From an optimization exercise on the open Yosys and OpenROAD flow, aimed at small area, a short achievable clock period and few clock cycles per item; shortcuts taken in it are not production practice. The RTL was checked by simulation tests, not by an equivalence proof against the original design. Power is estimated from default activity; no workload was simulated.

==> flow/design.v <==
module sfd_tx (
    input  wire        clk,
    input  wire        rst,
    input  wire        in_valid,
    input  wire [7:0]  in_op,
    input  wire [7:0]  in_dest,
    input  wire [7:0]  in_byte,
    input  wire        in_last,
    input  wire        in_empty,
    output wire        in_ready,
    output wire        tx_valid,
    output wire [7:0]  tx_byte,
    input  wire        tx_ready
);
    localparam [7:0] MARKER       = 8'h1B;
    localparam [7:0] LIT_SENTINEL = 8'h1C;
    localparam [7:0] OP_DATA      = 8'h44;
    reg  [7:0]  buf_mem [0:31];
    reg  [5:0]  wp;            
    reg  [5:0]  rp;            
    reg         in_cmd;        
    reg         col_isd;       
    reg  [7:0]  col_op;
    reg  [7:0]  col_dest;
    reg  [5:0]  cnt;           
    reg         pair;          
    reg         s_pend;        
    reg         col_closed;    
    reg         carry;         
    reg         carry_last;    
    reg         in_rdy;        
    reg         wen;           
    reg         rdy_valid;
    reg  [7:0]  rdy_op;
    reg  [7:0]  rdy_dest;
    reg  [5:0]  rdy_end;       
    reg         active;        
    reg  [5:0]  pos;           
    reg         out_src;       
    reg  [5:0]  out_end;       
    reg  [15:0] seq;
    reg         tx_v;
    reg  [7:0]  tx_b;
    assign in_ready = in_rdy;
    assign tx_valid = tx_v;
    assign tx_byte  = tx_b;
    function [5:0] inc6(input [5:0] x);
        inc6 = x ^ {&x[4:0], &x[3:0], &x[2:0], &x[1:0], x[0], 1'b1};
    endfunction
    function [4:0] inc5(input [4:0] x);
        inc5 = x ^ {&x[3:0], &x[2:0], &x[1:0], x[0], 1'b1};
    endfunction
    wire        fire     = in_valid && in_rdy;
    wire        is_data  = in_cmd ? col_isd : (in_op == OP_DATA);
    wire        is_mk    = (in_byte == MARKER) && !in_empty;
    wire        is_m     = is_data && is_mk;
    wire        two      = pair && col_isd && is_mk;
    wire        c30      = (cnt == 6'd39);
    wire        c31      = (cnt == 6'd40);
    wire        nofit    = two && c31;
    wire [5:0]  cnt1     = inc6(cnt);
    wire [5:0]  cnt2     = {inc5(cnt[5:1]), cnt[0]};
    wire [5:0]  ncnt     = two ? cnt2 : cnt1;
    wire        in_end   = in_last || in_empty;
    wire        close    = in_end || c31 || (c30 && two);
    wire [5:0]  close_len = in_empty ? cnt : nofit ? 6'd40 : ncnt;
    reg  [7:0]  hdr;
    always @(*) begin
        case (pos[3:0])
            4'd0, 4'd1, 4'd2: hdr = MARKER;
            4'd4:             hdr = seq[15:8];
            4'd5:             hdr = seq[7:0];
            4'd6:             hdr = out_src ? col_op : rdy_op;
            4'd7:             hdr = out_src ? col_dest : rdy_dest;
            4'd9:             hdr = {2'b00, out_end - 6'd9};
            default:          hdr = 8'h00;
        endcase
    end
    wire        in_body  = (pos >= 6'd10);
    wire [7:0]  next_b   = in_body ? buf_mem[rp[4:0]] : hdr;
    wire        adv      = !tx_v || tx_ready;
    wire        emit     = adv && active;
    wire        pos_last = (pos == out_end);
    wire        done     = emit && pos_last;
    wire        want     = adv && (pos_last || !active);
    wire        take_rdy = want && rdy_valid;
    wire        take_col = want && !rdy_valid && col_closed;
    wire        pos_lt8  = (pos[5:3] == 3'd0);
    wire        hold     = active && pos_lt8;
    wire        to_rdy   = col_closed && !take_col && !rdy_valid && !(hold && !out_src);
    wire        col_move = take_col || to_rdy;
    wire        rd       = emit && in_body;
    wire [5:0]  wp1      = wp + 6'd1;
    wire [5:0]  rp_lap   = {~rp[5], rp[4:0]};
    wire        occ31    = (wp1 == rp_lap);
    wire        occ32    = (wp == rp_lap);
    wire        wr_in    = fire && !in_empty;
    wire        wr_s     = s_pend && !occ32;
    wire        wr       = wr_in || wr_s;
    wire        full_n   = !rd && (occ32 || (occ31 && wr));
    wire        spend_n  = fire ? (two && !nofit) : (s_pend && !wr_s);
    wire        closed_n = (fire && close) || (col_closed && (col_move ? carry_last : 1'b1));
    wire        active_n = want ? (take_rdy || take_col) : active;
    wire        lt8_n    = adv ? (!emit || done || (pos[5:3] == 3'd0 && pos[2:0] != 3'd7)) : pos_lt8;
    wire        src_n    = take_rdy ? 1'b0 : take_col ? 1'b1 : out_src;
    wire        in_cmd_n = fire ? !in_end : in_cmd;
    wire        newblk_n = !in_cmd_n && active_n && lt8_n && src_n;
    always @(posedge clk) begin
        if (wen)
            buf_mem[wp[4:0]] <= s_pend ? LIT_SENTINEL : in_byte;
        if (in_rdy && !in_cmd) begin
            col_op   <= in_op;
            col_dest <= in_dest;
        end
        if (to_rdy) begin
            rdy_op   <= col_op;
            rdy_dest <= col_dest;
            rdy_end  <= cnt;
        end
        if (take_rdy) begin
            out_src  <= 1'b0;
            out_end  <= rdy_end;
        end
        if (take_col) begin
            out_src  <= 1'b1;
            out_end  <= cnt;
        end
        if (emit)
            tx_b <= next_b;
        else if (adv)
            tx_b <= MARKER;
    end
    always @(posedge clk) begin
        if (rst) begin
            wp         <= 6'd0;
            rp         <= 6'd0;
            in_cmd     <= 1'b0;
            col_isd    <= 1'b0;
            cnt        <= 6'd9;
            pair       <= 1'b0;
            s_pend     <= 1'b0;
            col_closed <= 1'b0;
            carry      <= 1'b0;
            carry_last <= 1'b0;
            in_rdy     <= 1'b1;
            wen        <= 1'b1;
            rdy_valid  <= 1'b0;
            active     <= 1'b0;
            pos        <= 6'd0;
            seq        <= 16'h0000;
            tx_v       <= 1'b0;
        end else begin
            if (wr)
                wp <= wp1;
            if (rd)
                rp <= rp + 6'd1;
            in_rdy <= !spend_n && !closed_n && !full_n && !newblk_n;
            wen    <= (!spend_n && !closed_n && !full_n && !newblk_n) || (spend_n && !full_n);
            s_pend <= spend_n;
            if (adv) begin
                if (emit) begin
                    tx_v <= 1'b1;
                    if (done) begin
                        seq <= (seq == 16'hFFFE) ? 16'h0000 : seq + 16'd1;
                        pos <= 6'd0;
                    end else begin
                        pos <= pos + 6'd1;
                    end
                end else begin
                    tx_v <= take_rdy || take_col;
                    pos  <= 6'd1;
                end
            end
            if (want)
                active <= take_rdy || take_col;
            if (take_rdy)
                rdy_valid <= 1'b0;
            if (to_rdy)
                rdy_valid <= 1'b1;
            if (col_move) begin
                col_closed <= carry_last;
                cnt        <= carry ? 6'd10 : 6'd9;
                pair       <= carry;
                carry      <= 1'b0;
                carry_last <= 1'b0;
            end
            if (in_rdy && !in_cmd)
                col_isd <= (in_op == OP_DATA);
            if (fire) begin
                in_cmd <= !in_end;
                if (close) begin
                    col_closed <= 1'b1;
                    cnt        <= close_len;
                    carry      <= nofit;
                    carry_last <= nofit && in_last;
                end else begin
                    cnt        <= ncnt;
                    pair       <= is_m && !pair;
                end
            end
        end
    end
endmodule
==> flow/flow/run.sh <==
#!/bin/bash
# The standard layout (the standard.sh, ORFS make targets), with one change:
# the port buffers that buffer_ports inserts are sky130_fd_sc_hd__buf_4 cells
# instead of the default choice (clkdlybuf4s50_1, a slow delay cell).
# Each tool's output goes to a log of its own: ORFS keeps its per-step logs
# under orfs/logs/, and make's own output goes to make_finish.log here.
set -euo pipefail
bash standard.sh "BUFFER_PORTS_ARGS=-buffer_cell sky130_fd_sc_hd__buf_4" finish > make_finish.log 2>&1
==> flow/standard.sh <==
#!/bin/bash
# synth_recipe.tcl (not shown) runs the flow's synth.tcl, then flattens the netlist and writes it again
# the make line also repeats each setting of config.mk as NAME=value (left out here)
make -C /OpenROAD-flow-scripts/flow DESIGN_CONFIG=/design/flow/config.mk WORK_HOME=/design/flow/orfs CLKGATE_MAP_FILE= SYNTH_SCRIPT=/design/flow/synth_recipe.tcl "${@:-finish}"
==> flow/config.mk <==
export PLATFORM = sky130hd
export DESIGN_NAME = sfd_tx
export DESIGN_NICKNAME = sfd_tx
export VERILOG_FILES = /design/flow/design.v
export SDC_FILE = /design/flow/constraint.sdc
export NUM_CORES = 4
export LEC_CHECK = 0
export ABC_CLOCK_PERIOD_IN_PS = 2600
export CAP_MARGIN = 20
export CORE_MARGIN = 2
export CORE_UTILIZATION = 65
export CTS_CLUSTER_DIAMETER = 100
export CTS_CLUSTER_SIZE = 24
export PLACE_DENSITY = 0.75
export SETUP_SLACK_MARGIN = 3.3
export SLEW_MARGIN = 20
==> flow/constraint.sdc <==
create_clock -name core_clock -period 6.0 [get_ports {clk}]
set_input_delay 1.2000 -clock core_clock [delete_from_list [all_inputs] [get_ports {clk}]]
set_output_delay 1.2000 -clock core_clock [all_outputs]
set_load 0.01 [all_outputs]
==> summary.txt, run 1 <==
Final ANT Viol Nets=0; clk buf depth=3; Fmax achieved=382 MHz; top layer in use=met4; initial antenna violation count=0; largest net degree at the start of global routing=34; global route overflow=0; final instance area=16700 sq um; final hold slack=454 ps; CTS tree=built; Final Max Tran Viols=0; max incr delay on CP=580 ps; MaxCap Viol Count=0; LEAKAGE=5.32 nW; Post-Syn Area=15400 sq um; metal2 WL=16500 um; CP max stage cell=or4_4; syn_nets=1018; post-synthesis sequential area ratio=67.6%; number of I/O port buffers=39; I/O Pins=40; Die H=158 um; TNS Setup=0 ps; gpl congestion=0.899; dpl hpwl=21000 um; worst skew pair latency=530 ps; maximum fanout along the worst path=11; Worst Tran Pin Value=883 ps; critical setup path kind=in2reg; clock sinks=366; nets=1054; Most used DFF post-synth=edfxtp_1; outcome=no timing/DRC/antenna violations; WL final=32600 um; clock root buffer=clkbuf_16; Layout Skew=18.6 ps; leading cell types in the layout, fill and taps excluded=308 x edfxtp_1, 97 x nor2_1, 79 x mux4_2, 56 x dfxtp_1; synth warn=1; drt via density=6.45; Critical Path AT=3020 ps; first-pass GRT wire length=48900 um; Final Cycle Share=43.7%; minimum clock period=2620 ps; Reg clk slew, reported paths=100 ps; initial drt markers=852; # diodes=0; layout cells sized above 1=19.3%; RSZ-0062 raised after global routing=true; DP Area=16000 sq um; Worst setup SP type=input pin; Gate Count Post-Synth=969; CP required=6400 ps; Tot GR Track Use=26.7%; non-filler cells, final=1330; asr flop ratio synth=0%; Power Density=265 nW/um^2; Synth Register Bits=366; critical path cell sequence=buf_4 > or4b_4 > or4_4 > o211ai_2 > a32oi_2 > o32ai_1 > a31oi_1; area grow syn2layout=8.77%; DR WL/cell=24.5 um; library cells used by synthesis=64; TritonRoute pass-1 iters=5; EDFF count, synth=308; DR WL met3=1910 um; Hold Fails Final Rpt=0; final setup vio count=0; Max IR drop VDD=270 uV; Layout fillers=1475; FP Rows=56; relative slew slack=40.9%; Die Wd=158 um; worst hold path class=reg2reg; commonest non-fill, non-tap cell in the layout=edfxtp_1; vias in the first global route=8058; core box area=23300 sq um; H-tree depth=1; die area=24900 sq um; drt drc=0; Vias=8585; crit end category=flop; Initial Utilization=66.0%; M1 wire length=13400 um; Post-Syn Area per Cell=15.9 sq um; CTS Buf Count=19; Cells after DPL=1291
## worst paths after layout
path / slack (ps) / cells past startpoint / endpoint / from
min reg2reg: 450 / 0 / rdy_dest[5] / col_dest[5]
min: 450 / 0 / rdy_dest[5] / col_dest[5]
max: 3380 / 7 / wen / in_empty
max reg2reg: 3440 / 6 / cnt[3] / pos[3]
## report_power, final
part	switching [mW]	internal (mW)	leakage, nW
clock	0.774	0.597	0.256
sequential	0.0355	2.80	3.28
combinational	0.144	0.0850	1.79
total	0.953	3.48	5.32
## per-stage QoR
| stage | utilization (%) | setup slack [ps] | power (mW) |
|---|---|---|---|
| after floorplan | - | 3090 | 3.01 |
| after global placement | 68.5 | 2550 | 3.11 |
| after detailed placement | 68.5 | 2500 | 3.11 |
| after CTS | 71.4 | 3180 | 4.44 |
| after global routing | 71.8 | 3300 | 4.54 |
| final | 71.8 | 3380 | 4.43 |
## timing repair
item                       in CTS  in global routing
hold buffers                    0                  0
buffers inserted                7                  4
setup endpoints to repair      55                 37
resized for setup               6                  5
pin swaps                       0                  1
## kinds of logic (layout without fill, tap and decap cells)
kind of cell               after synthesis  in the layout  share of synthesized area (%)
DFF                                    366            366                           67.6
muxes                                  107            107                           13.5
adders and majority gates               19             19                           1.54
buffers and inverters                   62            104                           1.66
xor gates and xnor gates                52             52                           2.96
and+or+nand+nor                        261            261                           8.32
AOI/OAI and AO/OA                      102            102                           4.43
## synth_stat cells (5+ instances only)
master,instances,share of area (%)
nand3_1,20,0.65
a22oi_1,8,0.39
dfxtp_1,58,7.5
o22ai_1,10,0.41
and2_1,7,0.28
xor2_1,23,1.3
a211oi_1,7,0.34
ha_1,19,1.5
clkbuf_1,25,0.61
and3_1,6,0.24
buf_1,6,0.15
or2_2,5,0.20
xnor2_1,29,1.7
o21ai_0,13,0.42
edfxtp_1,308,60
a21oi_1,24,0.78
inv_1,17,0.41
nor2b_1,12,0.49
mux4_2,79,12
mux2_2,9,0.66
nor3_1,14,0.46
nand2_1,52,1.3
nand4_1,14,0.57
buf_2,12,0.39
mux2i_1,18,1.2
nor2_1,97,2.4
nand2b_1,6,0.24
a31oi_1,6,0.24
or3_1,5,0.20
## cell type report
type / count / area [sq um] / share of cell area [%]
inverter: 18 / 67.6 / 0.404
timing repair buffer: 59 / 519 / 3.10
multi-input combinational: 541 / 4810 / 28.7
clock buffer: 25 / 498 / 2.97
tap: 319 / 399 / 2.38
sequential: 366 / 10400 / 62.2
clock inverter: 2 / 28.8 / 0.172
## state kept, by name (all words and copies together) (netlist names), 6 cells and up, named ones only
name,count
rdy_end,6
out_end,6
wp,6
pos,6
tx_b,8
rdy_dest,8
rp,6
buf_mem,256
cnt,6
col_op,8
rdy_op,8
col_dest,8
seq,16
## metal layers
metal	vias to the layer above	GRT usage, %
met5	-	0
met4	0	6.23
met3	36	3.01
met2	326	45.4
met1	4391	37.8
li1	3832	-
## critical path: cells and delay by family
kind                   cells  cell delay [ps]
AO/OA/AOI/OAI              4              530
buffers and inverters      1              140
AND/OR/NAND/NOR            2             1140
Testbench counts, summed over its fixed seeds: cycles 48,257, bytes 31,638.
==> run 2: changes to the inputs <==
--- a/flow/config.mk
+++ b/flow/config.mk
@@ -5,7 +5,6 @@
 export SDC_FILE = /design/flow/constraint.sdc
 export NUM_CORES = 4
 export LEC_CHECK = 0
-export ABC_CLOCK_PERIOD_IN_PS = 2600
 export CAP_MARGIN = 20
 export CORE_MARGIN = 2
 export CORE_UTILIZATION = 65
==> summary.txt, run 2 <==
outcome=no timing/DRC/antenna violations; mux contribution to synthesized area=13.5% (unchanged); Synth top cells by count=308 x edfxtp_1, 97 x nor2_1, 79 x mux4_2, 58 x dfxtp_1, 52 x nand2_1; I/O Pins=40 (unchanged); worst skew pair latency=530 ps (about the same); Synth Area in Adders=1.54% (unchanged); Vias=8585 (unchanged); Synth Area in XOR/XNOR=2.96% (unchanged); synth warn=1 (unchanged); number of I/O port buffers=39 (unchanged); TNS Setup=0 ps (unchanged); leading cell types in the layout, fill and taps excluded=308 x edfxtp_1, 97 x nor2_1, 79 x mux4_2, 56 x dfxtp_1; crit end category=flop; FP Rows=56 (unchanged); EDFF count, synth=308 (unchanged); Cells after DPL=1291 (unchanged); first-pass GRT wire length=48900 um (unchanged); clk buf depth=3 (unchanged); area grow syn2layout=8.77% (unchanged); clock root buffer=clkbuf_16; # diodes=0 (unchanged); TritonRoute pass-1 iters=5 (unchanged); Max IR drop VDD=270 uV (unchanged); critical setup path kind=in2reg; Final ANT Viol Nets=0 (unchanged); non-filler cells, final=1330 (unchanged); Util after Layout=71.8% (unchanged); Initial Utilization=66.0% (unchanged); simple-gate share of the synthesized area=8.32% (unchanged); clock sinks=366 (unchanged); post-synthesis sequential area ratio=67.6% (unchanged); Reg clk slew, reported paths=100 ps (about the same); drt via density=6.45 (unchanged); maximum fanout along the worst path=11 (unchanged); Die H=158 um (unchanged); Area contributors post-synth=edfxtp_1 60%, mux4_2 12%, dfxtp_1 7.5%; Most used DFF post-synth=edfxtp_1; dpl hpwl=21000 um (unchanged); Worst setup SP type=input pin; Critical Path AT=3020 ps (about the same); relative slew slack=40.9% (unchanged); Gate Count Post-Synth=969 (unchanged); RSZ-0062 raised after global routing=true; global route overflow=0 (unchanged); syn_nets=1018 (unchanged); Worst Tran Pin Value=883 ps (unchanged); Final Cycle Share=43.7% (unchanged); hold buffers post-CTS=0 (unchanged); initial drt markers=852 (unchanged); Synth Register Bits=366 (unchanged); core box area=23300 sq um (unchanged); pre-CTS setup slack=2500 ps (unchanged); initial antenna violation count=0 (unchanged); CTS tree=built; largest net degree at the start of global routing=34 (unchanged); CTS Buf Count=19 (unchanged); layout cells sized above 1=19.3% (unchanged); Power Density=265 nW/um^2 (unchanged); worst hold path class=reg2reg; Layout Skew=18.6 ps (unchanged); asr flop ratio synth=0% (unchanged); top-area cell type share of the netlist area=60.1% (unchanged); nets=1054 (unchanged); minimum clock period=2620 ps (unchanged); Design Power=4.43 mW (unchanged); H-tree depth=1 (unchanged); die area=24900 sq um (unchanged); gpl congestion=0.899 (unchanged); DR WL/cell=24.5 um (unchanged); Die Wd=158 um (unchanged); vias in the first global route=8058 (unchanged); drt drc=0 (unchanged); Final WS setup=3380 ps (unchanged); Hold Crit Depth=0 (unchanged); most common cell in the synthesized netlist=edfxtp_1; Compound-Gate Fraction of Synth Area=4.43% (unchanged); MaxCap Viol Count=0 (unchanged); final setup vio count=0 (unchanged); Final Max Tran Viols=0 (unchanged); largest family of logic cells by synthesized area=multiplexers; cell taking the most area after synthesis=edfxtp_1; commonest non-fill, non-tap cell in the layout=edfxtp_1; CP required=6400 ps (about the same); Hold Fails Final Rpt=0 (unchanged); Post-Syn Area=15400 sq um (unchanged); Fmax achieved=382 MHz (unchanged); LEAKAGE=5.32 nW (unchanged); Tot GR Track Use=26.7% (unchanged); max reg flops=256 (unchanged); Post-Syn Area per Cell=15.9 sq um (unchanged); library cells used by synthesis=64 (unchanged); WL final=32600 um (unchanged); Worst Reg-to-Reg Cells=6 (unchanged)
run 2: cell counts after synthesis:
Identical to the previous run, type by type.
run 2: where the power goes:
group	total, mW	internal [mW]	switching, mW
sequential	2.83	2.80	0.0355
combinational	0.229	0.0850	0.144
clock	1.37	0.597	0.774
total	4.43	3.48	0.953
run 2: area by class of cell:
cell class	count	area [sq um]
well taps	319	399
repair buffers	59	519
inverters	18	67.6
multi-input cells	541	4810
clock buffers	25	498
flip-flops and latches	366	10400
fillers	1475	6590
clock inverters	2	28.8
run 2: kinds of logic (layout without fill, tap and decap cells):
logic type               after synthesis  in the layout
flip-flops                           366            366
AND/OR/NAND/NOR                      261            261
multiplexers                         107            107
AO/OA/AOI/OAI                        102            102
buffers and inverters                 62            104
XOR/XNOR                              52             52
adder cells (fa/ha/maj)               19             19
run 2: path summary, 6_finish.rpt:
kind | startpoint | end | slack (ps)
worst max-delay path | in_empty | wen | 3380
worst min-delay path | col_dest[5] | rdy_dest[5] | 450
worst max register to register | pos[3] | cnt[3] | 3440
worst min register to register | col_dest[5] | rdy_dest[5] | 450
run 2: metal layers:
| metal | up-vias | GRT usage, % | wire, um |
|---|---|---|---|
| met3 | 36 | 3.01 | 1910 |
| met2 | 326 | 45.4 | 16500 |
| met1 | 4391 | 37.8 | 13400 |
| met5 | - | 0 | 0 |
| li1 | 3832 | - | - |
| met4 | 0 | 6.23 | 687 |
run 2: per-stage QoR:
stage | hold WS, ps | cell area [sq um]
2_1_floorplan | 420 | 15400
3_3_place_gp | 433 | 16000
3_5_place_dp | 434 | 16000
4_1_cts | 456 | 16700
5_1_grt | 464 | 16700
6_report | 454 | 16700
run 2: what timing repair did:
item / in CTS / in global routing
pin swaps: 0 / 1
buffers inserted: 7 / 4
setup endpoints to repair: 55 / 37
resized for setup: 6 / 5
run 2: critical path: stages:
cell	delay, ps
buf_4	140
or4b_4	560
or4_4	580
o211ai_2	230
a32oi_2	100
o32ai_1	130
a31oi_1	70
==> run 3: changes to the inputs <==
--- a/flow/config.mk
+++ b/flow/config.mk
@@ -5,6 +5,7 @@
 export SDC_FILE = /design/flow/constraint.sdc
 export NUM_CORES = 4
 export LEC_CHECK = 0
+export ABC_CLOCK_PERIOD_IN_PS = 2000
 export CAP_MARGIN = 20
 export CORE_MARGIN = 2
 export CORE_UTILIZATION = 65
==> summary.txt, run 3 <==
outcome=no timing/DRC/antenna violations; minimum clock period=2620 ps (unchanged); reg2reg start=pos[3]; clock sinks=366 (unchanged); CTS tree=built; area grow syn2layout=8.77% (unchanged); Power Density=265 nW/um^2 (unchanged); Hold Crit Depth=0 (unchanged); initial drt markers=852 (unchanged); final setup vio count=0 (unchanged); first element of the critical path=in_empty; asr flop ratio synth=0% (unchanged); Post-Syn Area=15400 sq um (unchanged); Most used DFF post-synth=edfxtp_1; vias in the first global route=8058 (unchanged); worst hold path class=reg2reg; Area contributors post-synth=edfxtp_1 60%, mux4_2 12%, dfxtp_1 7.5%; Hold Fails Final Rpt=0 (unchanged); Vias=8585 (unchanged); Critical Path AT=3020 ps (about the same); TritonRoute pass-1 iters=5 (unchanged); Die Wd=158 um (unchanged); relative slew slack=40.9% (unchanged); Final Max Tran Viols=0 (unchanged); DR WL/cell=24.5 um (unchanged); Synth top cells by count=308 x edfxtp_1, 97 x nor2_1, 79 x mux4_2, 58 x dfxtp_1, 52 x nand2_1; Fmax achieved=382 MHz (unchanged); worst skew pair latency=530 ps (about the same); Gate Count Post-Synth=969 (unchanged); FP Rows=56 (unchanged); largest net degree at the start of global routing=34 (unchanged); CP required=6400 ps (about the same); top-area cell type share of the netlist area=60.1% (unchanged); Post-Syn Area per Cell=15.9 sq um (unchanged); Hold Path End=rdy_dest[5]; area of the multi-input gates=4810 sq um (unchanged); reg2reg setup slack=3440 ps (about the same); leading cell types in the layout, fill and taps excluded=308 x edfxtp_1, 97 x nor2_1, 79 x mux4_2, 56 x dfxtp_1; EDFF count, synth=308 (unchanged); Hold Startpoint=col_dest[5]; H-tree depth=1 (unchanged); Final ANT Viol Nets=0 (unchanged); Util after Layout=71.8% (unchanged); dpl hpwl=21000 um (unchanged); cell taking the most area after synthesis=edfxtp_1; drt drc=0 (unchanged); # diodes=0 (unchanged); R2R Path End=cnt[3]; Final Cycle Share=43.7% (unchanged); Worst Reg-to-Reg Cells=6 (unchanged); synth warn=1 (unchanged); maximum fanout along the worst path=11 (unchanged); initial antenna violation count=0 (unchanged); Reg clk slew, reported paths=100 ps (about the same); LEAKAGE=5.32 nW (unchanged); most common cell in the synthesized netlist=edfxtp_1; I/O Pins=40 (unchanged); library cells used by synthesis=64 (unchanged); Die H=158 um (unchanged); nets=1054 (unchanged); Worst setup SP type=input pin; Initial Utilization=66.0% (unchanged); die area=24900 sq um (unchanged); drt via density=6.45 (unchanged); first-pass GRT wire length=48900 um (unchanged); FF/Latch Area=10400 sq um (unchanged); core box area=23300 sq um (unchanged); clock root buffer=clkbuf_16; crit end category=flop; Tot GR Track Use=26.7% (unchanged); commonest non-fill, non-tap cell in the layout=edfxtp_1; MaxCap Viol Count=0 (unchanged); TNS Setup=0 ps (unchanged); WL final=32600 um (unchanged); syn_nets=1018 (unchanged); layout cells sized above 1=19.3% (unchanged); Max IR drop VDD=270 uV (unchanged); RSZ-0062 raised after global routing=true; max reg flops=256 (unchanged); critical setup path kind=in2reg; Synth Register Bits=366 (unchanged); Worst Tran Pin Value=883 ps (unchanged); CTS Buf Count=19 (unchanged); Layout fillers=1475 (unchanged); gpl congestion=0.899 (unchanged); global route overflow=0 (unchanged); Layout Skew=18.6 ps (unchanged); clk buf depth=3 (unchanged); number of I/O port buffers=39 (unchanged); post-synthesis sequential area ratio=67.6% (unchanged)
## run 3: cell counts after synthesis
Identical to the previous run, type by type.
## run 3: cell families after synthesis
kind of cell / Yosys count / share of synthesized area (%)
and+or+nand+nor: 261 / 8.32
buffers and inverters: 62 / 1.66
AOI/OAI and AO/OA: 102 / 4.43
adders and majority gates: 19 / 1.54
xor gates and xnor gates: 52 / 2.96
muxes: 107 / 13.5
DFF: 366 / 67.6
## run 3: worst max path at each step
stage,to,cells after the start,slack (ps)
2_1_floorplan,in_rdy,6,3090
3_3_place_gp,in_rdy,8,2550
3_5_place_dp,seq[8],8,2500
4_1_cts,rdy_dest[4],5,3180
5_1_grt,wen,7,3300
6_report,wen,7,3380
## run 3: final cells by class
cell class | count | area share, %
Clock buffer | 25 | 2.97
Clock inverter | 2 | 0.172
Inverter | 18 | 0.404
Multi-Input combinational cell | 541 | 28.7
Sequential cell | 366 | 62.2
Tap cell | 319 | 2.38
Timing Repair Buffer | 59 | 3.10
## run 3: layer usage
metal	wire [um]	global-route usage, %
met5	0	0
met4	687	6.23
met3	1910	3.01
met2	16500	45.4
met1	13400	37.8
## run 3: where the power goes
group          leakage [nW]  internal, mW  total (mW)  switching (mW)
Clock                 0.256         0.597        1.37           0.774
Sequential             3.28          2.80        2.83          0.0355
Combinational          1.79        0.0850       0.229           0.144
Total                  5.32          3.48        4.43           0.953
## run 3: worst max-delay path, cell delays in order
cell and delay (ps):
buf_4 140, or4b_4 560, or4_4 580, o211ai_2 230, a32oi_2 100, o32ai_1 130
a31oi_1 70
## run 3: timing repair
item                                   CTS  global route
setup endpoints to repair               55            37
hold buffers                             0             0
pin swaps                                0             1
endpoints found under the hold margin    0             0
resized for setup                        6             5
setup buffers                            7             4
## run 3: per-stage QoR
step                hold slack, ps  worst slack (ps)  power [mW]  instances  instance area [sq um]
CTS                            456              3180        4.44       1325                  16700
detailed placement             434              2500        3.11       1291                  16000
floorplan                      420              3090        3.01        969                  15400
global placement               433              2550        3.11       1291                  16000
global route                   464              3300        4.54       1330                  16700
finish                         454              3380        4.43       1330                  16700

-- static timing again, ports no longer ideal --
How much do the figures lean on ideal ports? The routed layouts below were timed once more, with nothing changed but the port constraints.
Step 1, drivers: a clkbuf_16 drives clk and a buf_2 each remaining input, both assumed.
Step 2, shift: input delay + t, output delay - t, t = (earliest + latest rising clock arrival at the registers) / 2. This alone moves slack from input paths to output paths.
Slacks: no drivers / after step 1 / after step 2; pairs: no drivers / after step 1.
run	t (ns)	setup WS [ns]	worst setup path at the end
run 1	0.577	3.380 / 3.411 / 2.835	input to register
run 2	0.577	3.380 / 3.411 / 2.835	input to register
run 3	0.577	3.380 / 3.411 / 2.835	input to register
After both steps setup and hold are still met in every run listed.
